What follows belongs to an exercise in optimizing a design on an open flow for small area, a short achievable clock period and few clock cycles; a production flow would make more cautious choices.
At most, simulation tests tie the RTL to the original design; equivalence was not proved.
No functional check of the RTL was part of run 7.
The clock port is modelled as an ideal driver; clocking choices that lean on that would not hold on a real chip.
Power is estimated from default activity; no workload was simulated.

File: flow/flow/run.sh
#!/bin/bash
# The standard layout (standard.sh) with these changes:
#  - the port buffers are buf_1 cells instead of the slow delay cells that
#    buffer_ports picks by default;
#  - the clock tree uses larger sink clusters of clkbuf_16 (fewer buffers);
#  - after CTS, the clock port drives the tree's second level directly and
#    the root buffer is removed (clk_root.tcl), and each second-level
#    buffer is split in two, each half near its loads (clk_split.tcl): the
#    port drives 4 buffers, and every register still has the same number
#    of buffers on its clock path.
# Each step writes its full output to a log file of its own here.
set -euo pipefail
export BUFFER_PORTS_ARGS="-buffer_cell sky130_fd_sc_hd__buf_1"
export CTS_ARGS="-sink_clustering_enable -repair_clock_nets -buf_list sky130_fd_sc_hd__clkbuf_16 -sink_clustering_size 20 -sink_clustering_max_diameter 100 -sink_buffer_max_cap_derate 1.0"
bash standard.sh cts > make_to_cts.log 2>&1
R=orfs/results/${FLOW_PLATFORM}/fpp/base
ODB_IN=$R/4_1_cts.odb ODB_OUT=$R/4_1_cts.odb openroad -no_init -exit flow/clk_root.tcl > clk_root.log 2>&1
ODB_IN=$R/4_1_cts.odb ODB_OUT=$R/4_1_cts.odb openroad -no_init -exit flow/clk_split.tcl > clk_split.log 2>&1
cp $R/4_1_cts.odb $R/4_cts.odb
bash standard.sh finish > make_finish.log 2>&1
File: flow/flow/clk_root.tcl
read_db $::env(ODB_IN)
set block [ord::get_db_block]
set clknet [[$block findBTerm clk] getNet]
set roots {}
foreach it [$clknet getITerms] { lappend roots $it }
if {[llength $roots] != 1} { puts "clock port drives [llength $roots] pins; nothing done"; write_db $::env(ODB_OUT); exit }
set root [[lindex $roots 0] getInst]
set rootnet ""
foreach it [$root getITerms] { if {[$it isOutputSignal]} { set rootnet [$it getNet] } }
set loads {}
set ok 1
foreach it [$rootnet getITerms] {
  if {![$it isInputSignal]} continue
  lappend loads $it
  if {![string match "sky130_fd_sc_hd__clkbuf*" [[[$it getInst] getMaster] getName]]} { set ok 0 }
}
if {!$ok || [llength $loads] > 4 || [llength $loads] == 0} { puts "root drives [llength $loads] pins (all buffers: $ok); nothing done"; write_db $::env(ODB_OUT); exit }
foreach it $loads { $it disconnect; $it connect $clknet }
puts "removed root [$root getName]: [llength $loads] buffers now driven by the clock port"
odb::dbInst_destroy $root
odb::dbNet_destroy $rootnet
write_db $::env(ODB_OUT)
File: flow/flow/clk_split.tcl
read_db $::env(ODB_IN)
set block [ord::get_db_block]
set clknet [[$block findBTerm clk] getNet]
set mids {}
foreach it [$clknet getITerms] { lappend mids [$it getInst] }
if {[llength $mids] > 2} { puts "port drives [llength $mids] pins; nothing done"; write_db $::env(ODB_OUT); exit }
proc centroid {its} {
  set sx 0; set sy 0
  foreach it $its { set b [[$it getInst] getBBox]; set sx [expr {$sx + ([$b xMin] + [$b xMax]) / 2}]; set sy [expr {$sy + ([$b yMin] + [$b yMax]) / 2}] }
  return [list [expr {$sx / [llength $its]}] [expr {$sy / [llength $its]}]]
}
set n 0
foreach mid $mids {
  set out ""
  foreach it [$mid getITerms] { if {[$it isOutputSignal]} { set out [$it getNet] } }
  set loads {}
  foreach it [$out getITerms] { if {[$it isInputSignal]} { lappend loads $it } }
  if {[llength $loads] < 4} continue
  set xs {}; set ys {}
  foreach it $loads { set b [[$it getInst] getBBox]; lappend xs [$b xMin]; lappend ys [$b yMin] }
  set dx [expr {[tcl::mathfunc::max {*}$xs] - [tcl::mathfunc::min {*}$xs]}]
  set dy [expr {[tcl::mathfunc::max {*}$ys] - [tcl::mathfunc::min {*}$ys]}]
  set key [expr {$dx >= $dy ? "xMin" : "yMin"}]
  set sorted [lsort -command [list apply {{key a b} { expr {[[[$a getInst] getBBox] $key] - [[[$b getInst] getBBox] $key]} }} $key] $loads]
  set h [expr {[llength $sorted] / 2}]
  set keep [lrange $sorted 0 [expr {$h - 1}]]
  set move [lrange $sorted $h end]
  set master [$mid getMaster]
  set nb [odb::dbInst_create $block $master "clkbuf_split_${n}_clk"]
  set nn [odb::dbNet_create $block "clknet_split_${n}_clk"]
  $nn setSigType CLOCK
  foreach it [$nb getITerms] {
    if {[$it isOutputSignal]} { $it connect $nn } elseif {[$it isInputSignal]} { $it connect $clknet }
  }
  foreach it $move { $it disconnect; $it connect $nn }
  lassign [centroid $move] x y
  $nb setLocation [expr {$x - [$master getWidth] / 2}] [expr {$y - [$master getHeight] / 2}]
  $nb setPlacementStatus PLACED
  lassign [centroid $keep] x y
  $mid setLocation [expr {$x - [$master getWidth] / 2}] [expr {$y - [$master getHeight] / 2}]
  puts "split [$mid getName]: [llength $keep] loads kept, [llength $move] moved to [$nb getName]"
  incr n
}
detailed_placement
check_placement
write_db $::env(ODB_OUT)
File: flow/standard.sh
#!/bin/bash
# synth_recipe.tcl (not shown) runs the flow's synth.tcl, then flattens the netlist and writes it again
# the make line also repeats each setting of config.mk as NAME=value (left out here)
make -C /OpenROAD-flow-scripts/flow DESIGN_CONFIG=/design/flow/config.mk WORK_HOME=/design/flow/orfs CLKGATE_MAP_FILE= SYNTH_SCRIPT=/design/flow/synth_recipe.tcl "${@:-finish}"
File: flow/config.mk
export PLATFORM = sky130hd
export DESIGN_NAME = fpp
export DESIGN_NICKNAME = fpp
export VERILOG_FILES = /design/flow/design.v
export SDC_FILE = /design/flow/constraint.sdc
export NUM_CORES = 4
export LEC_CHECK = 0
export CAP_MARGIN = 20
export CORE_MARGIN = 2
export CORE_UTILIZATION = 65
export SETUP_SLACK_MARGIN = 3.75
export SLEW_MARGIN = 20
File: flow/constraint.sdc
create_clock -name core_clock -period 6.0 [get_ports {clk}]
set_input_delay 1.2000 -clock core_clock [delete_from_list [all_inputs] [get_ports {clk}]]
set_output_delay 1.2000 -clock core_clock [all_outputs]
set_load 0.01 [all_outputs]
File: flow/design.v
module fpp (
    input  wire         clk,
    input  wire         rst,           
    input  wire         in_valid,
    output wire         in_ready,
    input  wire [2:0]   in_kind,
    input  wire [7:0]   in_data,
    output wire [3:0]   status,
    output wire [6:0]   rxlen,
    output wire [191:0] sb             
);
    localparam [2:0] K_START = 3'd0;
    localparam [2:0] K_BYTE  = 3'd1;
    localparam [2:0] K_END   = 3'd2;
    localparam [2:0] K_ERROR = 3'd3;
    localparam [1:0] P_NF  = 2'd0;    
    localparam [1:0] P_INC = 2'd1;    
    localparam [1:0] P_CHK = 2'd2;    
    localparam [1:0] P_OK  = 2'd3;    
    reg [6:0]   rxlen_r;     
    reg [3:0]   status_r;
    reg [191:0] sb_r;
    reg [191:0] cand;        
    reg         clr;         
    reg         ldp;         
    reg         rdy;         
    reg         pbv;         
    reg [7:0]   pbd;         
    reg [1:0]   pst;
    reg         pok;         
    reg         prev42;      
    reg [4:0]   j;           
    reg [7:0]   acc_lo;      
    reg         acc_cy;      
    reg [4:0]   acc_hi;      
    reg         hi_ok;       
    assign in_ready = rdy;
    wire go      = in_valid & rdy;
    wire a_start = go & (in_kind == K_START);
    wire a_byte  = go & (in_kind == K_BYTE);
    wire a_end   = go & (in_kind == K_END);
    wire a_error = go & (in_kind == K_ERROR);
    wire a_parse = go & in_kind[2];
    wire infr  = (pst == P_INC);
    wire shift = clr | (pbv & infr & (j >= 5'd4) & (j < 5'd28));
    always @(posedge clk)
        if (shift)
            cand <= {cand[183:0], pbd & {8{~clr}}};
    wire load = ldp;
    integer k;
    always @(posedge clk)
        if (load)
            for (k = 0; k < 12; k = k + 1)
                sb_r[16*k +: 16] <= cand[191 - 16*k -: 16];
    reg [1:0] pst_n;
    always @* begin
        pst_n = pst;
        if (pbv) begin
            if (pst == P_NF && prev42 && pbd == 8'h4D)
                pst_n = P_INC;
            if (pst == P_INC && j == 5'd31)
                pst_n = (hi_ok && acc_lo == pbd) ? P_OK : P_CHK;
        end
        if (a_start || a_error)
            pst_n = P_NF;
    end
    always @(posedge clk) begin
        acc_hi <= acc_hi + {4'd0, acc_cy};
        acc_cy <= 1'b0;
        if (pbv) begin
            prev42 <= (pbd == 8'h42);
            if (pst == P_NF) begin
                acc_lo <= 8'h8F;         
                acc_hi <= 5'd0;
            end else begin
                if (j < 5'd30)
                    {acc_cy, acc_lo} <= {1'b0, acc_lo} + {1'b0, pbd};
                if (j == 5'd30)
                    hi_ok <= ({3'd0, acc_hi + {4'd0, acc_cy}} == pbd);
            end
        end
        if (a_start)
            prev42 <= 1'b0;
    end
    always @(posedge clk) begin
        pbd <= in_data;
        if (rst) begin
            clr      <= 1'b1;
            ldp      <= 1'b0;
            rdy      <= 1'b0;
            j        <= 5'd0;
            rxlen_r  <= 7'd0;
            status_r <= 4'd0;
            pbv      <= 1'b0;
            pst      <= P_NF;
            pok      <= 1'b0;
        end else if (clr) begin
            j   <= j + 5'd1;
            ldp <= (j == 5'd23);
            if (ldp) begin
                clr <= 1'b0;
                rdy <= 1'b1;
            end
        end else begin
            ldp <= a_parse & pok;
            rdy <= ~(a_parse & pok);
            pbv <= a_byte & ~rxlen_r[6] & ~(pbv & (rxlen_r == 7'd63));
            rxlen_r <= rxlen_r + {6'd0, pbv};
            pst <= pst_n;
            pok <= (pst_n == P_OK);
            if (pbv)
                j <= (pst == P_NF) ? 5'd2 : j + 5'd1;
            if (a_start)
                rxlen_r <= 7'd0;
            if (a_end)
                status_r <= 4'd0;
            if (a_error) begin
                rxlen_r  <= 7'd0;
                status_r <= 4'd8;
            end
            if (a_parse)
                case (pst)
                    P_NF:    status_r <= 4'd4;
                    P_INC:   status_r <= 4'd5;
                    P_CHK:   status_r <= 4'd3;
                    default: status_r <= 4'd0;
                endcase
        end
    end
    assign status = status_r;
    assign rxlen  = rxlen_r;
    assign sb     = sb_r;
endmodule
==> results.yml, run 1 <==
critical_path:
  crit_chain: "buf_1"
  r2r_slack_ns: 3.88
  crit_type: "flip-flop to output port"
  slowest_delay_ns: 0.46
  crit_family: "flip-flops"
  timing.rr.end: "acc_lo[6]"
  path_max_fanout: 1
  r2r_start: "pbd[0]"
  endpoint_kind: "output port"
  crit_slowest_cell: "edfxtp_1"
  critPathBufInv: 1
  cp-start-kind: "flip-flop"
  worstRegToRegCells: 6
  cp.required_ns: 4.80
  arrival_ns: 0.95
sta:
  setup_viol: 0
  clock.fmax_ghz: 0.465
  max_slew_margin_pct: 27.0
  worst_slew_pin_slew_ns: 1.09
  period_share_pct: 35.8
  clock_skew_ns: 0.0199
  min_period_ns: 2.15
  setup-tns-final_ns: 0
  hold_viol_final: 0
  rsz0062_at_grt: "false"
  drv_slew: 0
grt:
  grt_max_degree: 194
  overflow: 0
  grt.total_usage_pct: 19.5
  first_global_vias: 6031
  grt_antenna_before_repair: 0
  grt_pass1_wl_um: 33300
floorplanning:
  start_util_pct: 66.3
  dieArea_um2: 22600
  die_height_um: 150
  core-area_um2: 21000
  fp-row-count: 53
  ios: 218
  dieWidth_um: 150
place:
  io_buffers: 217
  dp_cells: 1115
  dpl.hpwl_um: 14400
  routabilityCongestion: 0.776
cts:
  clock_latency_ns: 0.33
  cts.sinks: 431
  cts.clk_slew.worst_paths_ns: 0.08
  clk_path_buf_depth: 3
  root_buffer: "clkbuf_16"
  htreeDepth: 1
  cts_tree: "yes"
  cts_buffers: 25
synthesis:
  ys_async_sr_fraction_pct: 0
  ys.flop_type: "edfxtp_1"
  ys_ff_latch: 431
  synth_edf_count: 393
  synth_area_um2: 13900
  synth_area_leaders: "edfxtp_1 85%, dfxtp_1 5.5%, ha_1 1.6%"
  ys.warnings.count: 1
  yosysMostFrequentCell: "edfxtp_1"
  syn_inst: 628
  synth_largest_area_cell: "edfxtp_1"
  syn-num-nets: 661
  yosysSeqAreaShare_pct: 90.2
  ys_types: 58
  synth.cells.most_frequent: "393 x edfxtp_1, 38 x dfxtp_1, 24 x nor2_1"
  avgSynthCellArea_um2: 22.2
  synth_top_area_share_pct: 84.7
cells_and_area:
  fillers: 1227
  stdcell_count: 1167
  nets: 907
  area_growth_pct: 14.9
  drive_gt1_share_pct: 12.8
  fin_util_pct: 76.1
  n_antenna_cell: 0
power_and_ir_drop:
  powerDensity_nw_per_um2: 307
  p_leak_nw: 5.93
  ir_drop_uv: 255
min_path:
  hp-class: "flip-flop to flip-flop"
  whs_path_depth: 0
  min-delay-start: "cand[185]"
  min_to: "sb_r[9]"
route:
  drt-initial-drc-count: 407
  drc: 0
  drt_wl_total_um: 22700
  firstDrtPassIters: 4
  routed-via-count: 6367
  vias_per_cell: 5.46
  wl_per_cell_um: 19.4
  ant_nets: 0
flow_run:
  maxCapViolCount: 0
status:
  status: "finished clean"
==> per-layer routing <==
| layer | vias to the layer above | global-route usage, % | share of wire [%] |
|---|---|---|---|
| li1 | 2952 | - | - |
| met1 | 3185 | 27.2 | 41 |
| met2 | 200 | 33.6 | 52 |
| met3 | 30 | 2.76 | 5.6 |
| met4 | 0 | 4.62 | 1.5 |
| met5 | - | 0 | 0 |
==> state kept, by name (all words and copies together), names as in the netlist, 4 cells and up <==
| signal | flops |
|---|---|
| cand | 192 |
| status_r | 4 |
| rxlen_r | 7 |
| j | 5 |
| acc_hi | 5 |
| acc_lo | 8 |
| pbd | 8 |
| sb_r | 192 |
==> kinds of logic (layout without fill, tap and decap cells) <==
| logic type | count (synthesis) | count (layout) | share of synthesized area [%] |
|---|---|---|---|
| flops | 431 | 431 | 90.2 |
| buf+inv | 16 | 278 | 0.449 |
| fa+ha+maj | 19 | 19 | 1.76 |
| simple gates | 95 | 95 | 3.81 |
| compound gates | 50 | 52 | 2.75 |
| mux | 1 | 1 | 0.0718 |
| xor+xnor | 16 | 16 | 1.01 |
==> stage by stage <==
step           setup WS [ns]  instance area, µm²  hold WS (ns)  power [mW]
6_report                3.85               16000         0.422        4.91
2_1_floorplan           3.65               14000         0.400        3.34
3_3_place_gp            2.97               15100         0.401        3.35
4_1_cts                 3.65               16000         0.423        4.92
3_5_place_dp            2.81               15100         0.407        3.35
5_1_grt                 3.77               16000         0.442        5.05
==> worst max path at each step <==
stage	start	endpoint	slack [ns]	cells after the start
3_5_place_dp	clr	cand[40]	2.81	2
6_report	sb_r[10]	sb[10]	3.85	1
2_1_floorplan	pbv	cand[0]	3.65	2
5_1_grt	pbd[0]	acc_lo[6]	3.77	6
3_3_place_gp	clr	cand[24]	2.97	2
4_1_cts	sb_r[10]	sb[10]	3.65	1
==> cells in the final DEF (no fill, tap or decap), types with 3 or more instances in the layout <==
cell | synthesis | layout
o21a_1 | 3 | 3
inv_1 | 8 | 26
nand3_1 | 7 | 7
buf_4 | 0 | 4
dfxtp_2 | 0 | 9
o21ai_0 | 5 | 5
nor2b_1 | 11 | 11
a21oi_1 | 12 | 12
nor3_1 | 7 | 7
buf_2 | 2 | 49
nand4_1 | 5 | 5
nor3b_1 | 3 | 3
buf_1 | 2 | 168
dfxtp_4 | 0 | 4
dfxtp_1 | 38 | 25
nand2_1 | 12 | 12
xor2_1 | 4 | 4
and3_1 | 3 | 3
a211oi_1 | 3 | 3
ha_1 | 18 | 17
clkbuf_16 | 0 | 26
a22oi_1 | 4 | 4
or3_1 | 3 | 3
edfxtp_1 | 393 | 393
xnor2_1 | 12 | 12
nor2_1 | 24 | 24
nand2b_1 | 6 | 6
==> power breakdown <==
group | internal (mW) | leakage (nW) | total, mW | switching (mW)
combinational | 0.0199 | 0.920 | 0.0440 | 0.0241
clock | 0.796 | 0.428 | 1.63 | 0.829
sequential | 3.23 | 4.58 | 3.24 | 0.0115
==> final cells by class <==
type | instances | area [µm²] | area share (%)
clock buffer | 24 | 601 | 3.75
sequential | 431 | 12600 | 78.7
multi-input combinational | 183 | 1360 | 8.47
buffer | 2 | 50.0 | 0.313
tap | 275 | 344 | 2.15
timing repair buffer | 224 | 952 | 5.95
inverter | 8 | 30.0 | 0.188
clock inverter | 20 | 82.6 | 0.516
==> what timing repair did <==
action	in CTS	in global routing
cloned	1	1
endpoints found under the setup margin	307	119
setup buffers	4	0
hold buffers	0	0
gates resized for setup	63	0
Testbench counts, summed over its fixed seeds: cycles 15,968.
==> run 2: changes to the inputs <==
--- a/flow/config.mk
+++ b/flow/config.mk
@@ -8,5 +8,5 @@
 export CAP_MARGIN = 20
 export CORE_MARGIN = 2
-export CORE_UTILIZATION = 65
+export CORE_UTILIZATION = 55
 export SETUP_SLACK_MARGIN = 3.75
 export SLEW_MARGIN = 20
==> results.yml, run 2 <==
synthesis:
  synth_area_um2: 13900
  ys_types: 58
  synth_top_family_by_area: "simple AND/OR/NAND/NOR gates"
  yosys.area_share.simple_pct: 3.81
  ys_ff_latch: 431
  ys.flop_type: "edfxtp_1"
  syn_inst: 628
  synth-adder-area-share_pct: 1.76
  ys_async_sr_fraction_pct: 0
  yosysSeqAreaShare_pct: 90.2
  ys.warnings.count: 1
  syn-num-nets: 661
  synth_largest_area_cell: "edfxtp_1"
  yosysMostFrequentCell: "edfxtp_1"
  muxShareOfSynthArea_pct: 0.0718
  synth_top_area_share_pct: 84.7
  synth_xor_area_share_pct: 1.01
  avgSynthCellArea_um2: 22.2
  synth.cells.most_frequent: "393 x edfxtp_1, 38 x dfxtp_1, 24 x nor2_1"
  synth_area_leaders: "edfxtp_1 85%, dfxtp_1 5.5%, ha_1 1.6%"
  synth_compound_area_share_pct: 2.75
  synth_edf_count: 393
critical_path:
  worstRegToRegCells: 3
  path_depth: 1
  crit_type: "flip-flop to output port"
  critPathBufInv: 1
  arrival_ns: 0.92
  path_max_fanout: 1
  endpoint_kind: "output port"
  crit_chain: "buf_1"
  slowest_delay_ns: 0.44
  crit_slowest_cell: "edfxtp_1"
  cp.required_ns: 4.80
  crit_family: "flip-flops"
  cp-start-kind: "flip-flop"
grt:
  grt_max_degree: 162
  grt_antenna_before_repair: 0
  grt.total_usage_pct: 16.9
  first_global_vias: 6128
  grt_pass1_wl_um: 34100
  overflow: 0
floorplanning:
  start_util_pct: 55.7
  dieWidth_um: 163
  dieArea_um2: 26600
  die_height_um: 163
  core-area_um2: 25000
  fp-row-count: 58
  ios: 218
place:
  io_buffers: 217
  routabilityCongestion: 0.802
  dpl.hpwl_um: 14500
  post_dp_cell_area_um2: 15200
cells_and_area:
  final_common_cell: "edfxtp_1"
  top_regs: "cand x192, sb_r x192"
  area_growth_pct: 15.6
  nets: 908
  n_antenna_cell: 0
  drive_gt1_share_pct: 14.0
  finalInstanceArea_um2: 16100
  final_cell_mix: "393 x edfxtp_1, 158 x buf_1, 59 x buf_2, 27 x clkbuf_16, 26 x inv_1"
  multiInputGateArea_um2: 1340
  fin_util_pct: 64.4
  fillers: 1752
  register_area_um2: 12600
route:
  firstDrtPassIters: 4
  ant_nets: 0
  vias_per_cell: 5.17
  drt-initial-drc-count: 527
  wl_per_cell_um: 18.7
  routed-via-count: 6324
  drt_wl_total_um: 22900
  drc: 0
sta:
  worst_slew_pin_slew_ns: 0.927
  min_period_ns: 2.12
  clock_skew_ns: 0.0231
  max_slew_margin_pct: 38.2
  drv_slew: 0
  period_share_pct: 35.3
  hold_viol_final: 0
  setup-tns-final_ns: 0
  rsz0062_at_grt: "false"
  clock.fmax_ghz: 0.472
  setup_viol: 0
min_path:
  hp-class: "flip-flop to flip-flop"
  whs_path_depth: 0
power_and_ir_drop:
  p_leak_nw: 5.98
  powerDensity_nw_per_um2: 306
  ir_drop_uv: 184
  p_total_mw: 4.93
status:
  status: "finished clean"
cts:
  cts.sinks: 431
  root_buffer: "clkbuf_16"
  htreeDepth: 1
  clock_latency_ns: 0.33
  clk_path_buf_depth: 3
  cts.clk_slew.worst_paths_ns: 0.08
  cts_tree: "yes"
  cts_buffers: 25
flow_run:
  maxCapViolCount: 0
-- run 2: cell counts after synthesis --
No cell type changed its count.
-- run 2: kinds of logic (layout without fill, tap and decap cells) --
group	after synthesis	after routing
flip-flops	431	431
AND/OR/NAND/NOR	95	95
buffers and inverters	16	280
multiplexers	1	1
XOR/XNOR	16	16
adder cells (fa/ha/maj)	19	19
AO/OA/AOI/OAI	50	51
-- run 2: area by class of cell --
type | count | share of cell area (%)
plain buffers | 2 | 0.311
clock buffers | 24 | 3.73
clock inverters | 20 | 0.513
inverters | 8 | 0.186
multi-input cells | 182 | 8.34
flip-flops and latches | 431 | 78.1
well taps | 330 | 2.56
repair buffers | 226 | 6.24
-- run 2: per-stage QoR --
| stage | hold slack (ns) | worst slack (ns) | instances |
|---|---|---|---|
| after floorplan | 0.400 | 3.65 | 628 |
| after global placement | 0.401 | 3.25 | 1169 |
| after detailed placement | 0.405 | 3.12 | 1169 |
| after CTS | 0.427 | 3.64 | 1221 |
| after global routing | 0.438 | 3.79 | 1223 |
| final | 0.425 | 3.88 | 1223 |
-- run 2: timing repair --
item                                    in CTS  in global routing
hold buffers                                 0                  0
buffers inserted                             6                  0
cloned                                       1                  1
endpoints found under the setup margin     345                120
gates resized for setup                     70                  0
-- run 2: report_power, final --
part | internal [mW] | total, mW | switching (mW)
combinational | 0.0199 | 0.0431 | 0.0233
clock | 0.797 | 1.65 | 0.855
sequential | 3.23 | 3.24 | 0.0110
total | 4.04 | 4.93 | 0.889
-- run 2: path summary, 6_finish.rpt --
path / startpoint / endpoint / slack, ns
max: sb_r[109] / sb[109] / 3.88
min: cand[191] / sb_r[15] / 0.42
max reg2reg: j[2] / cand[29] / 3.92
min reg2reg: cand[191] / sb_r[15] / 0.42
-- run 2: metal layers --
metal | vias to the layer above | routed length, µm | GRT usage (%)
met1 | 3157 | 9740 | 23.1
li1 | 2952 | - | -
met3 | 36 | 1370 | 3.61
met4 | 0 | 449 | 4.42
met2 | 179 | 11300 | 27.9
met5 | - | 0 | 0
==> run 3: changes to the inputs <==
--- a/flow/config.mk
+++ b/flow/config.mk
@@ -9,4 +9,4 @@
 export CORE_MARGIN = 2
 export CORE_UTILIZATION = 55
-export SETUP_SLACK_MARGIN = 3.75
+export SETUP_SLACK_MARGIN = 3.65
 export SLEW_MARGIN = 20
==> results.yml, run 3 <==
critical_path:
  slowest_delay_ns: 0.42
  worstRegToRegCells: 6
  path_max_fanout: 5
  crit_slowest_cell: "fa_1"
  endpoint_kind: "flip-flop"
  crit_chain: "ha_1 > fa_1 > a21oi_2 > o21ai_1 > or3_1 > a221oi_2"
  arrival_ns: 2.32
  crit_path_start: "pbd[0]"
  timing.rr.end: "acc_lo[6]"
  crit_family: "adder cells"
  r2r_start: "pbd[0]"
  critPathBufInv: 0
  r2r_slack_ns: 3.81
  crit_type: "flip-flop to flip-flop"
  cp.required_ns: 6.13
  cp-start-kind: "flip-flop"
route:
  drt_wl_total_um: 23100
  drt-initial-drc-count: 566
  firstDrtPassIters: 5
  drc: 0
  vias_per_cell: 5.19
  ant_nets: 0
  routed-via-count: 6319
  wl_per_cell_um: 19.0
cells_and_area:
  nets: 903
  area_growth_pct: 14.7
  top_regs: "cand x192, sb_r x192"
  drive_gt1_share_pct: 5.86
  final_cell_mix: "393 x edfxtp_1, 217 x buf_1, 34 x dfxtp_1, 26 x inv_1, 26 x clkbuf_16"
  n_antenna_cell: 0
  fin_util_pct: 63.8
  finalInstanceArea_um2: 16000
  final_common_cell: "edfxtp_1"
cts:
  cts.clk_slew.worst_paths_ns: 0.08
  htreeDepth: 1
  cts.sinks: 431
  clk_path_buf_depth: 3
  clock_latency_ns: 0.33
  cts_setup_buffers: 0
  root_buffer: "clkbuf_16"
  cts_buffers: 25
  cts_tree: "yes"
power_and_ir_drop:
  swShare_pct: 17.9
  ir_drop_uv: 226
  p_sw_mw: 0.879
  p_seq_share_pct: 65.8
  p_int_mw: 4.04
  combPwrFrac_pct: 0.9
  clock_power_share_pct: 33.3
  powerDensity_nw_per_um2: 308
  p_leak_nw: 5.78
flow_run:
  maxCapViolCount: 0
sta:
  hold_viol_final: 0
  fin_hold_ws_ns: 0.427
  drv_slew: 0
  rsz0062_at_grt: "false"
  min_period_ns: 2.19
  max_slew_margin_pct: 32.5
  clock_skew_ns: 0.0171
  setup-tns-final_ns: 0
  worst_slew_pin_slew_ns: 1.01
  period_share_pct: 36.5
  setup_viol: 0
  setup_slack_ns: 3.81
  clock.fmax_ghz: 0.457
grt:
  first_global_vias: 6136
  grt_max_degree: 82
  grt_pass1_wl_um: 34300
  overflow: 0
  grt_antenna_before_repair: 0
  grt.total_usage_pct: 16.9
synthesis:
  ys_async_sr_fraction_pct: 0
  synth_area_leaders: "edfxtp_1 85%, dfxtp_1 5.5%, ha_1 1.6%"
  synth_area_um2: 13900
  ys.flop_type: "edfxtp_1"
  ys_ff_latch: 431
  ys.warnings.count: 1
  syn-num-nets: 661
  avgSynthCellArea_um2: 22.2
  yosysMostFrequentCell: "edfxtp_1"
  synth_top_area_share_pct: 84.7
  synth_edf_count: 393
  synth_largest_area_cell: "edfxtp_1"
  synth.cells.most_frequent: "393 x edfxtp_1, 38 x dfxtp_1, 24 x nor2_1"
  syn_inst: 628
  ys_types: 58
  yosysSeqAreaShare_pct: 90.2
floorplanning:
  dieArea_um2: 26600
  ios: 218
  fp-row-count: 58
  start_util_pct: 55.7
  die_height_um: 163
  dieWidth_um: 163
  core-area_um2: 25000
min_path:
  whs_path_depth: 0
  hp-class: "flip-flop to flip-flop"
  min-delay-start: "cand[191]"
  min_to: "sb_r[15]"
status:
  status: "finished clean"
place:
  routabilityCongestion: 0.779
  post_dp_cell_area_um2: 15200
  io_buffers: 217
  dpl.hpwl_um: 14700
  post-place-ws_ns: 3.22
## run 3: worst max-delay path by stage
stage | endpoint | slack (ns) | cells after the start
3_5_place_dp | cand[6] | 3.22 | 2
3_3_place_gp | cand[190] | 3.33 | 2
6_report | acc_lo[6] | 3.81 | 6
2_1_floorplan | cand[0] | 3.65 | 3
5_1_grt | sb_r[11] | 3.66 | 1
4_1_cts | rxlen[2] | 3.65 | 1
## run 3: power by group through the flow
stage	Combinational, mW	Sequential [mW]	Clock (mW)
finish	0.0436	3.24	1.64
global route	0.0484	3.24	1.80
CTS	0.0430	3.24	1.68
detailed placement	0.0427	3.31	0
global placement	0.0402	3.31	0
floorplan	0.0324	3.30	0
## run 3: stage by stage
step / instances / total power [mW]
6_report: 1218 / 4.92
5_1_grt: 1218 / 5.09
4_1_cts: 1216 / 4.97
3_5_place_dp: 1170 / 3.35
3_3_place_gp: 1170 / 3.35
2_1_floorplan: 628 / 3.34
## run 3: repair_timing
item                                    4_1_cts  5_1_grt
resized for setup                             2        0
hold buffers                                  0        0
endpoints found under the setup margin      150       75
gates cloned                                  1        1
## run 3: cell type report
| type | count | area (µm²) |
|---|---|---|
| Inverter | 8 | 30.0 |
| Sequential cell | 431 | 12600 |
| Clock inverter | 20 | 82.6 |
| Tap cell | 330 | 413 |
| Timing Repair Buffer | 221 | 890 |
| Buffer | 2 | 50.0 |
| Fill cell | 1793 | 9050 |
| Clock buffer | 24 | 601 |
| Multi-Input combinational cell | 182 | 1340 |
## run 3: logic make-up (layout without fill, tap and decap cells)
logic type	after synthesis	in the layout	share of synthesized area, %
muxes	1	1	0.0718
adders and majority gates	19	19	1.76
DFF	431	431	90.2
buffers and inverters	16	275	0.449
and+or+nand+nor	95	95	3.81
xor gates and xnor gates	16	16	1.01
AOI/OAI and AO/OA	50	51	2.75
## run 3: layer usage
metal  vias up  wire [µm]  GRT usage (%)
li1       2933          -              -
met1      3130       9390           22.9
met2       218      11800           28.5
met3        38       1410           3.15
met4         0        503           4.34
met5         -          0              0
==> run 4: changes to the inputs <==
--- a/flow/config.mk
+++ b/flow/config.mk
@@ -9,4 +9,4 @@
 export CORE_MARGIN = 2
 export CORE_UTILIZATION = 55
-export SETUP_SLACK_MARGIN = 3.65
+export SETUP_SLACK_MARGIN = 3.85
 export SLEW_MARGIN = 20
==> results.yml, run 4 <==
route:
  routed-via-count: 6369
  wl_per_cell_um: 19.0
  drc: 0
  vias_per_cell: 5.19
  ant_nets: 0
  drt_wl_total_um: 23400
  firstDrtPassIters: 4
  drt-initial-drc-count: 500
critical_path:
  worstRegToRegCells: 6
  critPathBufInv: 1
  r2r_start: "pbd[0]"
  cp.required_ns: 4.80
  crit_family: "flip-flops"
  crit_chain: "buf_1"
  path_max_fanout: 1
  crit_slowest_cell: "edfxtp_1"
  timing.rr.end: "acc_lo[6]"
  slowest_delay_ns: 0.43
  cp-start-kind: "flip-flop"
  endpoint_kind: "output port"
  r2r_slack_ns: 3.96
  crit_type: "flip-flop to output port"
  arrival_ns: 0.91
grt:
  grt.total_usage_pct: 17.4
  grt_max_degree: 162
  first_global_vias: 6230
  overflow: 0
  grt_antenna_before_repair: 0
  grt_pass1_wl_um: 35100
floorplanning:
  start_util_pct: 55.7
  dieArea_um2: 26600
  die_height_um: 163
  dieWidth_um: 163
  fp-row-count: 58
  ios: 218
  core-area_um2: 25000
synthesis:
  avgSynthCellArea_um2: 22.2
  yosysSeqAreaShare_pct: 90.2
  syn_inst: 628
  syn-num-nets: 661
  synth.cells.most_frequent: "393 x edfxtp_1, 38 x dfxtp_1, 24 x nor2_1"
  synth_top_area_share_pct: 84.7
  ys_types: 58
  ys_ff_latch: 431
  ys_async_sr_fraction_pct: 0
  synth_area_leaders: "edfxtp_1 85%, dfxtp_1 5.5%, ha_1 1.6%"
  ys.warnings.count: 1
  synth_largest_area_cell: "edfxtp_1"
  synth_area_um2: 13900
  yosysMostFrequentCell: "edfxtp_1"
  synth_edf_count: 393
  ys.flop_type: "edfxtp_1"
place:
  routabilityCongestion: 0.802
  post_dp_cell_area_um2: 15200
  dpl.hpwl_um: 14500
  io_buffers: 217
min_path:
  min-delay-start: "cand[191]"
  whs_path_depth: 0
  min_to: "sb_r[15]"
  hp-class: "flip-flop to flip-flop"
power_and_ir_drop:
  ir_drop_uv: 184
  p_total_mw: 4.93
  powerDensity_nw_per_um2: 304
  p_leak_nw: 6.04
cts:
  htreeDepth: 1
  cts.clk_slew.worst_paths_ns: 0.08
  cts_buffers: 25
  cts_tree: "yes"
  cts_hold_buffers: 0
  cts.sinks: 431
  clk_path_buf_depth: 3
  root_buffer: "clkbuf_16"
  clock_latency_ns: 0.33
sta:
  min_period_ns: 2.11
  drv_slew: 0
  hold_viol_final: 0
  setup_viol: 0
  clock.fmax_ghz: 0.473
  worst_slew_pin_slew_ns: 0.910
  rsz0062_at_grt: "true"
  clock_skew_ns: 0.0198
  setup-tns-final_ns: 0
  max_slew_margin_pct: 39.3
  period_share_pct: 35.2
cells_and_area:
  area_growth_pct: 16.6
  final_common_cell: "edfxtp_1"
  n_antenna_cell: 0
  finalInstanceArea_um2: 16200
  drive_gt1_share_pct: 15.4
  top_regs: "cand x192, sb_r x192"
  final_cell_mix: "393 x edfxtp_1, 155 x buf_1, 50 x buf_2, 26 x inv_1, 26 x clkbuf_16"
  nets: 913
status:
  status: "finished clean"
flow_run:
  maxCapViolCount: 0
[run 4: cell count changes in the layout (fill, tap and decap cells not counted)]
cell and change:
o21ai_1 -1, a41o_2 +1, o21ai_2 +1, buf_6 +12
dfxtp_4 +1, buf_4 +8, buf_1 -62, dfxtp_2 +12
dfxtp_1 -13, buf_12 +1, buf_2 +50
[run 4: timing repair]
| action | CTS | global route |
|---|---|---|
| resized for setup | 89 | 1 |
| pin swaps | 1 | 1 |
| endpoints found under the setup margin | 396 | 61 |
| hold endpoints to repair | 0 | 0 |
| buffers inserted | 8 | 2 |
| gates cloned | 3 | 0 |
[run 4: where the power goes]
part / total, mW / internal, mW / switching (mW)
sequential: 3.24 / 3.23 / 0.0110
clock: 1.65 / 0.797 / 0.856
combinational: 0.0436 / 0.0200 / 0.0237
[run 4: logic make-up (layout without fill, tap and decap cells)]
family	count (synthesis)	count (layout)	share of synthesized area [%]
adders and majority gates	19	19	1.76
xor gates and xnor gates	16	16	1.01
muxes	1	1	0.0718
AOI/OAI and AO/OA	50	52	2.75
and+or+nand+nor	95	95	3.81
DFF	431	431	90.2
buffers and inverters	16	284	0.449
[run 4: area by class of cell]
class,instances,area (µm²)
clock buffers,24,601
fillers,1744,8790
well taps,330,413
plain buffers,2,50.0
repair buffers,230,1120
flip-flops and latches,431,12600
multi-input cells,183,1360
inverters,8,30.0
clock inverters,20,82.6
[run 4: worst max-delay path by stage]
stage | start | end | slack [ns] | cells past startpoint
3_3_place_gp | clr | cand[8] | 3.25 | 2
6_report | sb_r[109] | sb[109] | 3.89 | 1
3_5_place_dp | clr | cand[183] | 3.12 | 2
4_1_cts | sb_r[186] | sb[186] | 3.64 | 1
5_1_grt | pbd[0] | acc_lo[6] | 3.84 | 6
2_1_floorplan | pbv | cand[0] | 3.65 | 2
[run 4: through the flow]
stage	hold WS, ns	utilization, %	setup WS (ns)	instances
after floorplan	0.400	-	3.65	628
after global placement	0.401	60.7	3.25	1169
after detailed placement	0.405	60.7	3.12	1169
after CTS	0.427	64.7	3.64	1225
after global routing	0.440	64.9	3.84	1228
final	0.425	64.9	3.89	1228
[run 4: metal layers]
layer / wire length (µm) / vias to the layer above / track usage (%) / share of wire, %
met2: 11500 / 196 / 28.7 / 49
li1: - / 2969 / - / -
met5: 0 / - / 0 / 0
met4: 444 / 0 / 4.47 / 1.9
met1: 9870 / 3167 / 24.1 / 42
met3: 1530 / 37 / 3.63 / 6.6
==> run 5: changes to the inputs <==
--- a/flow/design.v
+++ b/flow/design.v
@@ -23,5 +23,5 @@
     reg [191:0] cand;        
     reg         clr;         
-    reg         ldp;         
+    reg         clr_ld;      
     reg         rdy;         
     reg         pbv;         
@@ -47,5 +47,5 @@
         if (shift)
             cand <= {cand[183:0], pbd & {8{~clr}}};
-    wire load = ldp;
+    wire load = clr_ld | (in_valid & in_kind[2] & pok);
     integer k;
     always @(posedge clk)
@@ -87,5 +87,5 @@
         if (rst) begin
             clr      <= 1'b1;
-            ldp      <= 1'b0;
+            clr_ld   <= 1'b0;
             rdy      <= 1'b0;
             j        <= 5'd0;
@@ -96,13 +96,11 @@
             pok      <= 1'b0;
         end else if (clr) begin
-            j   <= j + 5'd1;
-            ldp <= (j == 5'd23);
-            if (ldp) begin
+            j      <= j + 5'd1;
+            clr_ld <= (j == 5'd23);
+            if (clr_ld) begin
                 clr <= 1'b0;
                 rdy <= 1'b1;
             end
         end else begin
-            ldp <= a_parse & pok;
-            rdy <= ~(a_parse & pok);
             pbv <= a_byte & ~rxlen_r[6] & ~(pbv & (rxlen_r == 7'd63));
             rxlen_r <= rxlen_r + {6'd0, pbv};
--- a/flow/config.mk
+++ b/flow/config.mk
@@ -9,4 +9,4 @@
 export CORE_MARGIN = 2
 export CORE_UTILIZATION = 55
-export SETUP_SLACK_MARGIN = 3.85
+export SETUP_SLACK_MARGIN = 3.75
 export SLEW_MARGIN = 20
==> results.yml, run 5 <==
sta:
  worst_slew_pin_slew_ns: 0.879
  setup_viol: 0
  period_share_pct: 36.5
  clock_skew_ns: 0.0171
  min_period_ns: 2.19
  drv_slew: 0
  max_slew_margin_pct: 41.4
  rsz0062_at_grt: "false"
  setup-tns-final_ns: 0
  clock.fmax_ghz: 0.457
  hold_viol_final: 0
status:
  status: "finished clean"
route:
  firstDrtPassIters: 5
  drt_wl_total_um: 23500
  wl_per_cell_um: 19.0
  vias_per_cell: 5.21
  ant_nets: 0
  drc: 0
  routed-via-count: 6434
  drt-initial-drc-count: 717
cts:
  root_buffer: "clkbuf_16"
  cts.clk_slew.worst_paths_ns: 0.07
  cts_tree: "yes"
  htreeDepth: 1
  cts_buffers: 25
  clock_latency_ns: 0.33
  clk_path_buf_depth: 3
  cts.sinks: 431
  cts_hold_buffers: 0
synthesis:
  synth.cells.most_frequent: "393 x edfxtp_1, 38 x dfxtp_1, 21 x nor2_1"
  synth_top_family_by_area: "simple AND/OR/NAND/NOR gates"
  synth_area_leaders: "edfxtp_1 85%, dfxtp_1 5.5%, ha_1 1.6%"
  syn_inst: 637
  synth_area_um2: 13900
  ys_async_sr_fraction_pct: 0
  yosysSeqAreaShare_pct: 90.2
  yosys.area_share.simple_pct: 3.92
  ys_ff_latch: 431
  yosysMostFrequentCell: "edfxtp_1"
  synth_edf_count: 393
  ys.warnings.count: 1
  ys_types: 51
  syn-num-nets: 670
  synth_largest_area_cell: "edfxtp_1"
  ys.flop_type: "edfxtp_1"
  synth_top_area_share_pct: 84.7
  avgSynthCellArea_um2: 21.9
  synth_compound_area_share_pct: 2.51
  muxShareOfSynthArea_pct: 0.0718
  synth_xor_area_share_pct: 1.01
  synth-adder-area-share_pct: 1.76
floorplanning:
  core-area_um2: 25000
  ios: 218
  start_util_pct: 55.7
  fp-row-count: 58
  dieWidth_um: 163
  die_height_um: 163
  dieArea_um2: 26600
cells_and_area:
  fillers: 1787
  register_area_um2: 12600
  nets: 919
  n_antenna_cell: 0
  area_growth_pct: 16.1
  final_cell_mix: "393 x edfxtp_1, 157 x buf_1, 59 x buf_2, 29 x inv_1, 29 x dfxtp_1"
  top_regs: "cand x192, sb_r x192"
  final_common_cell: "edfxtp_1"
  drive_gt1_share_pct: 13.7
  multiInputGateArea_um2: 1410
power_and_ir_drop:
  clock_power_share_pct: 33.5
  combPwrFrac_pct: 0.9
  p_int_mw: 4.05
  p_total_mw: 4.94
  p_sw_mw: 0.888
  swShare_pct: 18.0
  p_seq_share_pct: 65.6
  ir_drop_uv: 170
  p_leak_nw: 5.98
  powerDensity_nw_per_um2: 305
grt:
  grt_pass1_wl_um: 34800
  grt.total_usage_pct: 17.3
  grt_max_degree: 73
  grt_antenna_before_repair: 0
  first_global_vias: 6115
  overflow: 0
critical_path:
  slowest_delay_ns: 0.26
  critPathBufInv: 2
  worstRegToRegCells: 7
  crit_slowest_cell: "buf_12"
  arrival_ns: 2.20
  crit_family: "simple AND/OR/NAND/NOR gates"
  r2r_start: "j[0]"
  path_max_fanout: 44
  path_depth: 4
  crit_chain: "clkbuf_2 > nand3_4 > nand2_8 > buf_12"
  timing.rr.end: "pok"
  cp-start-kind: "input port"
  crit_path_start: "in_kind[2]"
  r2r_slack_ns: 3.86
  cp.required_ns: 6.01
  crit_type: "input port to flip-flop"
  endpoint_kind: "flip-flop"
  critPathCapture: "sb_r[4]"
min_path:
  min-delay-start: "cand[188]"
  hp-class: "flip-flop to flip-flop"
place:
  dpl.hpwl_um: 14600
  io_buffers: 217
  routabilityCongestion: 0.838
flow_run:
  maxCapViolCount: 0
run 5: logic make-up after synthesis:
logic type      Yosys count
fa+ha+maj                19
simple gates             98
compound gates           51
flops                   431
buf+inv                  21
xor+xnor                 16
mux                       1
run 5: stage by stage:
stage	setup slack (ns)	hold WS, ns	std cells	area [µm²]	util (%)
after floorplan	3.43	0.400	637	14000	-
after global placement	2.77	0.401	1179	15200	60.7
after detailed placement	2.66	0.406	1179	15200	60.7
after CTS	3.65	0.424	1232	16100	64.3
after global routing	3.74	0.431	1235	16200	64.6
final	3.81	0.420	1235	16200	64.6
run 5: cell type report:
type                    count  area share (%)
multi-input cells         190            8.71
inverters                  11           0.255
well taps                 330            2.55
clock inverters            21           0.565
plain buffers               2           0.309
clock buffers              24            3.71
repair buffers            226            6.17
flip-flops and latches    431            77.7
run 5: worst min-delay path by stage:
stage | to | slack, ns | cells after the start
after detailed placement | sb_r[12] | 0.41 | 0
after global routing | sb_r[15] | 0.43 | 0
after floorplan | sb_r[10] | 0.40 | 0
after CTS | sb_r[12] | 0.42 | 0
after global placement | sb_r[9] | 0.40 | 0
final | sb_r[12] | 0.42 | 0
run 5: repair_timing:
action,4_1_cts,5_1_grt
setup endpoints to repair,380,263
pin swaps,1,2
gates cloned,3,2
gates resized for setup,76,6
setup buffers,4,0
run 5: layer usage:
layer	share of wire, %	GRT usage, %
met5	0	0
met4	1.6	3.86
met3	7.2	3.38
met2	50	28.9
met1	41	23.9
run 5: power by group through the flow:
stage / combinational, mW / sequential, mW / clock, mW
detailed placement: 0.0414 / 3.31 / 0
global route: 0.0484 / 3.24 / 1.81
finish: 0.0435 / 3.24 / 1.65
CTS: 0.0421 / 3.24 / 1.68
floorplan: 0.0327 / 3.30 / 0
global placement: 0.0394 / 3.31 / 0
Testbench counts of run 5, summed over its fixed seeds: cycles 15,751.
==> run 6: changes to the inputs <==
--- a/flow/flow/run.sh
+++ b/flow/flow/run.sh
@@ -12,5 +12,5 @@
 set -euo pipefail
 export BUFFER_PORTS_ARGS="-buffer_cell sky130_fd_sc_hd__buf_1"
-export CTS_ARGS="-sink_clustering_enable -repair_clock_nets -buf_list sky130_fd_sc_hd__clkbuf_16 -sink_clustering_size 20 -sink_clustering_max_diameter 100 -sink_buffer_max_cap_derate 1.0"
+export CTS_ARGS="-sink_clustering_enable -repair_clock_nets -buf_list sky130_fd_sc_hd__clkbuf_16 -sink_clustering_size 25 -sink_clustering_max_diameter 100 -sink_buffer_max_cap_derate 1.0"
 bash standard.sh cts > make_to_cts.log 2>&1
 R=orfs/results/${FLOW_PLATFORM}/fpp/base
==> results.yml, run 6 <==
synthesis:
  ys_types: 51
  synth_largest_area_cell: "edfxtp_1"
  synth_compound_area_share_pct: 2.51
  yosysSeqAreaShare_pct: 90.2
  synth_top_family_by_area: "simple AND/OR/NAND/NOR gates"
  ys.warnings.count: 1
  ys_async_sr_fraction_pct: 0
  muxShareOfSynthArea_pct: 0.0718
  syn_inst: 637
  synth_xor_area_share_pct: 1.01
  synth_area_leaders: "edfxtp_1 85%, dfxtp_1 5.5%, ha_1 1.6%"
  syn-num-nets: 670
  yosys.area_share.simple_pct: 3.92
  synth_top_area_share_pct: 84.7
  synth_edf_count: 393
  ys_ff_latch: 431
  synth_area_um2: 13900
  avgSynthCellArea_um2: 21.9
  ys.flop_type: "edfxtp_1"
  yosysMostFrequentCell: "edfxtp_1"
  synth-adder-area-share_pct: 1.76
  synth.cells.most_frequent: "393 x edfxtp_1, 38 x dfxtp_1, 21 x nor2_1"
sta:
  max_slew_margin_pct: 41.8
  drv_slew: 0
  rsz0062_at_grt: "false"
  setup_slack_ns: 3.81
  clock.fmax_ghz: 0.456
  worst_slew_pin_slew_ns: 0.873
  hold_viol_final: 0
  min_period_ns: 2.19
  period_share_pct: 36.5
  setup_viol: 0
  setup-tns-final_ns: 0
  clock_skew_ns: 0.0237
route:
  routed-via-count: 6413
  firstDrtPassIters: 5
  ant_nets: 0
  drt_wl_total_um: 23500
  drc: 0
  drt-initial-drc-count: 648
  vias_per_cell: 5.23
  wl_per_cell_um: 19.1
power_and_ir_drop:
  ir_drop_uv: 274
  p_total_mw: 4.81
  p_leak_nw: 5.90
  powerDensity_nw_per_um2: 299
cts:
  cts.clk_slew.worst_paths_ns: 0.09
  htreeDepth: 1
  cts.sinks: 431
  clk_path_buf_depth: 3
  cts_hold_buffers: 0
  cts_tree: "yes"
  clock_latency_ns: 0.33
  cts_buffers: 21
  root_buffer: "clkbuf_16"
critical_path:
  r2r_slack_ns: 3.85
  cp-start-kind: "input port"
  r2r_start: "j[0]"
  arrival_ns: 2.21
  worstRegToRegCells: 7
  crit_type: "input port to flip-flop"
  timing.rr.end: "pok"
  endpoint_kind: "flip-flop"
  crit_slowest_cell: "buf_12"
  cp.required_ns: 6.02
  path_max_fanout: 47
  crit_chain: "clkbuf_2 > nand3_4 > nand2_8 > buf_12"
  critPathBufInv: 2
  path_depth: 4
  crit_path_start: "in_kind[2]"
  slowest_delay_ns: 0.26
  crit_family: "simple AND/OR/NAND/NOR gates"
cells_and_area:
  area_growth_pct: 15.3
  final_cell_mix: "393 x edfxtp_1, 160 x buf_1, 56 x buf_2, 29 x dfxtp_1, 25 x inv_1"
  n_antenna_cell: 0
  drive_gt1_share_pct: 13.0
  final_common_cell: "edfxtp_1"
  top_regs: "cand x192, sb_r x192"
  nets: 915
  fin_util_pct: 64.2
grt:
  overflow: 0
  grt_pass1_wl_um: 34700
  grt_antenna_before_repair: 0
  grt_max_degree: 73
  first_global_vias: 6086
  grt.total_usage_pct: 17.1
floorplanning:
  core-area_um2: 25000
  start_util_pct: 55.7
  dieArea_um2: 26600
  die_height_um: 163
  ios: 218
  fp-row-count: 58
  dieWidth_um: 163
status:
  status: "finished clean"
place:
  dpl.hpwl_um: 14600
  routabilityCongestion: 0.838
  post-place-ws_ns: 2.66
  io_buffers: 217
min_path:
  whs_path_depth: 0
  min_to: "sb_r[13]"
  min-delay-start: "cand[189]"
  hp-class: "flip-flop to flip-flop"
flow_run:
  maxCapViolCount: 0
==> run 6: changes by cell type in the layout (fill, tap and decap cells not counted), sizes merged <==
cell,before,now
clkbuf,27,23
inv,31,27
==> run 6: layout make-up <==
type                            count  area (µm²)
Tap cell                          330         413
Clock buffer                       20         500
Sequential cell                   431       12600
Multi-Input combinational cell    190        1410
Buffer                              2        50.0
Inverter                           11        41.3
Timing Repair Buffer              226         995
Fill cell                        1784        8970
Clock inverter                     17        85.1
==> run 6: worst max path at each step <==
stage	end	slack, ns
after floorplan	sb_r[0]	3.43
after global placement	sb_r[9]	2.77
after detailed placement	sb_r[1]	2.66
after CTS	sb[97]	3.65
after global routing	status_r[3]	3.75
final	sb_r[1]	3.81
==> run 6: layer usage <==
| metal | GRT usage (%) | vias to the layer above | share of wire [%] |
|---|---|---|---|
| li1 | - | 2974 | - |
| met1 | 24.2 | 3238 | 43 |
| met2 | 28.1 | 174 | 50 |
| met3 | 3.38 | 27 | 5.7 |
| met4 | 3.82 | 0 | 1.5 |
| met5 | 0 | - | 0 |
==> run 6: cell families (layout without fill, tap and decap cells) <==
family                     count (synthesis)  after routing
AOI/OAI and AO/OA                         51             53
xor gates and xnor gates                  16             16
adders and majority gates                 19             19
buffers and inverters                     21            276
DFF                                      431            431
muxes                                      1              1
and+or+nand+nor                           98            101
==> run 6: where the power goes <==
part	leakage [nW]	total (mW)	switching, mW	internal [mW]
registers	4.54	3.24	0.0111	3.23
logic	0.995	0.0434	0.0242	0.0192
clock network	0.365	1.53	0.839	0.688
==> run 6: what timing repair did <==
action | 4_1_cts | 5_1_grt
gates cloned | 3 | 2
resized for setup | 74 | 5
pin swaps | 2 | 1
endpoints found under the hold margin | 0 | 0
endpoints found under the setup margin | 361 | 251
setup buffers | 4 | 0
==> run 6: per-stage QoR <==
| step | std cells | hold WS, ns | area [µm²] |
|---|---|---|---|
| finish | 1227 | 0.426 | 16100 |
| global route | 1227 | 0.434 | 16100 |
| CTS | 1224 | 0.428 | 16000 |
| detailed placement | 1179 | 0.406 | 15200 |
| global placement | 1179 | 0.401 | 15200 |
| floorplan | 637 | 0.400 | 14000 |
==> run 7: changes to the inputs <==
--- a/flow/design.v
+++ b/flow/design.v
@@ -23,8 +23,9 @@
     reg [191:0] cand;        
     reg         clr;         
-    reg         clr_ld;      
+    reg         ldp;         
     reg         rdy;         
     reg         pbv;         
     reg [7:0]   pbd;         
+    reg         shv;         
     reg [1:0]   pst;
     reg         pok;         
@@ -42,10 +43,10 @@
     wire a_error = go & (in_kind == K_ERROR);
     wire a_parse = go & in_kind[2];
-    wire infr  = (pst == P_INC);
-    wire shift = clr | (pbv & infr & (j >= 5'd4) & (j < 5'd28));
+    wire keep    = a_byte & ~rxlen_r[6] & ~(pbv & (rxlen_r == 7'd63));
+    wire shift = clr | shv;
     always @(posedge clk)
         if (shift)
             cand <= {cand[183:0], pbd & {8{~clr}}};
-    wire load = clr_ld | (in_valid & in_kind[2] & pok);
+    wire load = ldp;
     integer k;
     always @(posedge clk)
@@ -54,7 +55,10 @@
                 sb_r[16*k +: 16] <= cand[191 - 16*k -: 16];
     reg [1:0] pst_n;
+    reg [4:0] j_n;
     always @* begin
         pst_n = pst;
+        j_n   = j;
         if (pbv) begin
+            j_n = (pst == P_NF) ? 5'd2 : j + 5'd1;
             if (pst == P_NF && prev42 && pbd == 8'h4D)
                 pst_n = P_INC;
@@ -87,5 +91,5 @@
         if (rst) begin
             clr      <= 1'b1;
-            clr_ld   <= 1'b0;
+            ldp      <= 1'b0;
             rdy      <= 1'b0;
             j        <= 5'd0;
@@ -93,20 +97,23 @@
             status_r <= 4'd0;
             pbv      <= 1'b0;
+            shv      <= 1'b0;
             pst      <= P_NF;
             pok      <= 1'b0;
         end else if (clr) begin
-            j      <= j + 5'd1;
-            clr_ld <= (j == 5'd23);
-            if (clr_ld) begin
+            j   <= j + 5'd1;
+            ldp <= (j == 5'd23);
+            if (ldp) begin
                 clr <= 1'b0;
                 rdy <= 1'b1;
             end
         end else begin
-            pbv <= a_byte & ~rxlen_r[6] & ~(pbv & (rxlen_r == 7'd63));
+            ldp <= a_parse & pok;
+            rdy <= ~(a_parse & pok);
+            pbv <= keep;
             rxlen_r <= rxlen_r + {6'd0, pbv};
             pst <= pst_n;
             pok <= (pst_n == P_OK);
-            if (pbv)
-                j <= (pst == P_NF) ? 5'd2 : j + 5'd1;
+            j   <= j_n;
+            shv <= keep & (pst_n == P_INC) & (j_n >= 5'd4) & (j_n < 5'd28);
             if (a_start)
                 rxlen_r <= 7'd0;
==> results.yml, run 7 <==
status:
  status: "finished clean"
sta:
  period_share_pct: 36.5
  setup-tns-final_ns: 0
  worst_slew_pin_slew_ns: 1.08
  rsz0062_at_grt: "true"
  setup_viol: 0
  clock.fmax_ghz: 0.457
  hold_viol_final: 0
  drv_slew: 0
  clock_skew_ns: 0.0360
  max_slew_margin_pct: 27.7
  setup_slack_ns: 3.81
  min_period_ns: 2.19
cts:
  htreeDepth: 1
  cts_tree: "yes"
  clock_latency_ns: 0.34
  cts.sinks: 432
  cts_buffers: 21
  cts.clk_slew.worst_paths_ns: 0.09
  root_buffer: "clkbuf_16"
  clk_path_buf_depth: 3
  cts_hold_buffers: 0
critical_path:
  crit_path_start: "in_kind[0]"
  worstRegToRegCells: 1
  crit_type: "input port to flip-flop"
  crit_slowest_cell: "or3_4"
  arrival_ns: 2.34
  crit_chain: "buf_1 > xor2_1 > or3_4 > nor2b_1 > a22oi_1 > nor2_1"
  cp.required_ns: 6.15
  r2r_start: "ldp"
  cp-start-kind: "input port"
  timing.rr.end: "sb_r[129]"
  slowest_delay_ns: 0.41
  r2r_slack_ns: 3.88
  endpoint_kind: "flip-flop"
  critPathCapture: "pst[0]"
  path_max_fanout: 5
floorplanning:
  core-area_um2: 25100
  dieWidth_um: 164
  ios: 218
  start_util_pct: 55.8
  dieArea_um2: 26800
  fp-row-count: 58
  die_height_um: 164
flow_run:
  maxCapViolCount: 0
synthesis:
  ys_ff_latch: 432
  syn_inst: 649
  synth_area_um2: 14000
  synth_area_leaders: "edfxtp_1 84%, dfxtp_1 5.6%, ha_1 1.6%"
  ys_async_sr_fraction_pct: 0
  ys_types: 51
  yosysSeqAreaShare_pct: 89.9
  syn-num-nets: 682
  synth_edf_count: 393
  ys.warnings.count: 1
  ys.flop_type: "edfxtp_1"
  synth.cells.most_frequent: "393 x edfxtp_1, 39 x dfxtp_1, 30 x nor2_1"
  synth_top_area_share_pct: 84.3
  synth_largest_area_cell: "edfxtp_1"
  avgSynthCellArea_um2: 21.6
  yosysMostFrequentCell: "edfxtp_1"
cells_and_area:
  final_common_cell: "edfxtp_1"
  multiInputGateArea_um2: 1350
  final_cell_mix: "393 x edfxtp_1, 146 x buf_1, 70 x buf_2, 30 x nor2_1, 28 x dfxtp_1"
  register_area_um2: 12600
  finalInstanceArea_um2: 16100
  drive_gt1_share_pct: 13.9
  fillers: 1816
  top_regs: "cand x192, sb_r x192"
  n_antenna_cell: 0
  area_growth_pct: 14.8
  nets: 924
route:
  wl_per_cell_um: 18.7
  ant_nets: 0
  routed-via-count: 6383
  firstDrtPassIters: 4
  vias_per_cell: 5.16
  drt-initial-drc-count: 474
  drt_wl_total_um: 23100
  drc: 0
place:
  post-place-ws_ns: 3.40
  routabilityCongestion: 0.823
  post_dp_cell_area_um2: 15200
  dpl.hpwl_um: 14700
  io_buffers: 217
grt:
  grt_pass1_wl_um: 34300
  grt_antenna_before_repair: 0
  grt.total_usage_pct: 16.8
  first_global_vias: 6252
  overflow: 0
  grt_max_degree: 117
power_and_ir_drop:
  p_leak_nw: 6.01
  ir_drop_uv: 232
  powerDensity_nw_per_um2: 299
min_path:
  hp-class: "flip-flop to flip-flop"
run 7: cell types whose count changed after synthesis, sizes merged, moves of 4 or more:
| cell | previous run | this run |
|---|---|---|
| nor2 | 21 | 30 |
| a21oi | 18 | 13 |
| clkbuf | 10 | 5 |
| nand2b | 4 | 9 |
| a22oi | 2 | 6 |
| buf | 0 | 4 |
| xor2 | 4 | 8 |
run 7: logic make-up (layout without fill, tap and decap cells):
family                     after synthesis  count (layout)  synth area share [%]
AOI/OAI and AO/OA                       48              48                  2.31
xor gates and xnor gates                17              17                  1.06
buffers and inverters                   21             277                 0.625
adders and majority gates               19              19                  1.75
DFF                                    432             432                  89.9
and+or+nand+nor                        110             111                  4.25
muxes                                    2               2                 0.143
run 7: cell type report:
cell class / count / area share (%)
clock inverter: 17 / 0.529
clock buffer: 20 / 3.11
tap: 330 / 2.57
timing repair buffer: 226 / 6.40
buffer: 2 / 0.311
inverter: 12 / 0.280
sequential: 432 / 78.4
multi-input combinational: 197 / 8.41
run 7: timing repair:
action                     4_1_cts  5_1_grt
gates resized for setup         81        6
setup endpoints to repair      331       83
pin swaps                        1        1
buffers inserted                 6        0
cloned                           2        0
run 7: per-stage QoR:
step	total power [mW]	util, %	std cells	hold slack, ns
floorplan	3.34	-	649	0.400
global placement	3.35	60.7	1189	0.405
detailed placement	3.35	60.7	1189	0.406
CTS	4.84	63.9	1235	0.426
global route	4.96	64.0	1236	0.436
finish	4.81	64.0	1236	0.425
run 7: critical path: cells and delay by family:
kind | cells | cell delay, ns
buffers and inverters | 1 | 0.12
AND/OR/NAND/NOR | 3 | 0.66
AO/OA/AOI/OAI | 1 | 0.18
XOR/XNOR | 1 | 0.18
run 7: how the worst min path moves through the flow:
| stage | start | to | slack, ns | cells after the start |
|---|---|---|---|---|
| global placement | cand[185] | sb_r[9] | 0.41 | 0 |
| detailed placement | cand[187] | sb_r[11] | 0.41 | 0 |
| finish | cand[185] | sb_r[9] | 0.43 | 0 |
| floorplan | cand[186] | sb_r[10] | 0.40 | 0 |
| CTS | cand[185] | sb_r[9] | 0.43 | 0 |
| global route | cand[185] | sb_r[9] | 0.44 | 0 |
run 7: metal layers:
metal,global-route usage [%],share of wire [%],wire (µm),vias up
met2,28.4,50,11600,166
met4,4.51,2.3,520,0
met5,0,0,0,-
met1,22.5,42,9680,3192
met3,3.76,5.5,1270,37
li1,-,-,-,2988
run 7: where the power goes:
group,total (mW),switching (mW),internal [mW]
registers,3.24,0.00821,3.23
clock network,1.53,0.840,0.688
logic,0.0395,0.0217,0.0178
total,4.81,0.870,3.94

## afterwards: timing with drivers on the ports
The results above use ideal ports. As a check the final layouts listed here were re-extracted and re-timed, cells and wires unchanged.
Step 1: set_driving_cell puts a clkbuf_16 on clk and a buf_2 on each other input, an assumption about the parent block.
Step 2 also shifts input and output timing later by t, the mid clock arrival at the registers, as if the neighbouring blocks saw the same clock.
Slacks: ideal ports / drivers / drivers and shift; pairs: ideal ports / drivers.
run	t, ns	slack for setup (ns)	hold WS [ns]	worst data-port slew with drivers (ns)	pins driven straight from the clock port
run 1	0.406	3.851 / 3.759 / 3.659	0.422 / 0.422 / 0.422	0.04	4
run 2	0.418	3.884 / 3.787 / 3.650	0.425 / 0.425 / 0.425	0.03	4
run 3	0.411	3.810 / 3.784 / 3.623	0.427 / 0.427 / 0.427	0.03	4
run 4	0.418	3.886 / 3.789 / 3.663	0.425 / 0.425 / 0.425	0.03	4
run 5	0.422	3.813 / 3.786 / 3.458	0.420 / 0.420 / 0.420	0.04	4
run 6	0.418	3.808 / 3.786 / 3.464	0.426 / 0.426 / 0.426	0.04	4
run 7	0.417	3.810 / 3.763 / 3.469	0.425 / 0.425 / 0.425	0.05	4
After both steps setup and hold are still met in every run listed. For run 5, which loses most, drivers alone change the setup slack by -0.027 ns; drivers and shift together by -0.355 ns.
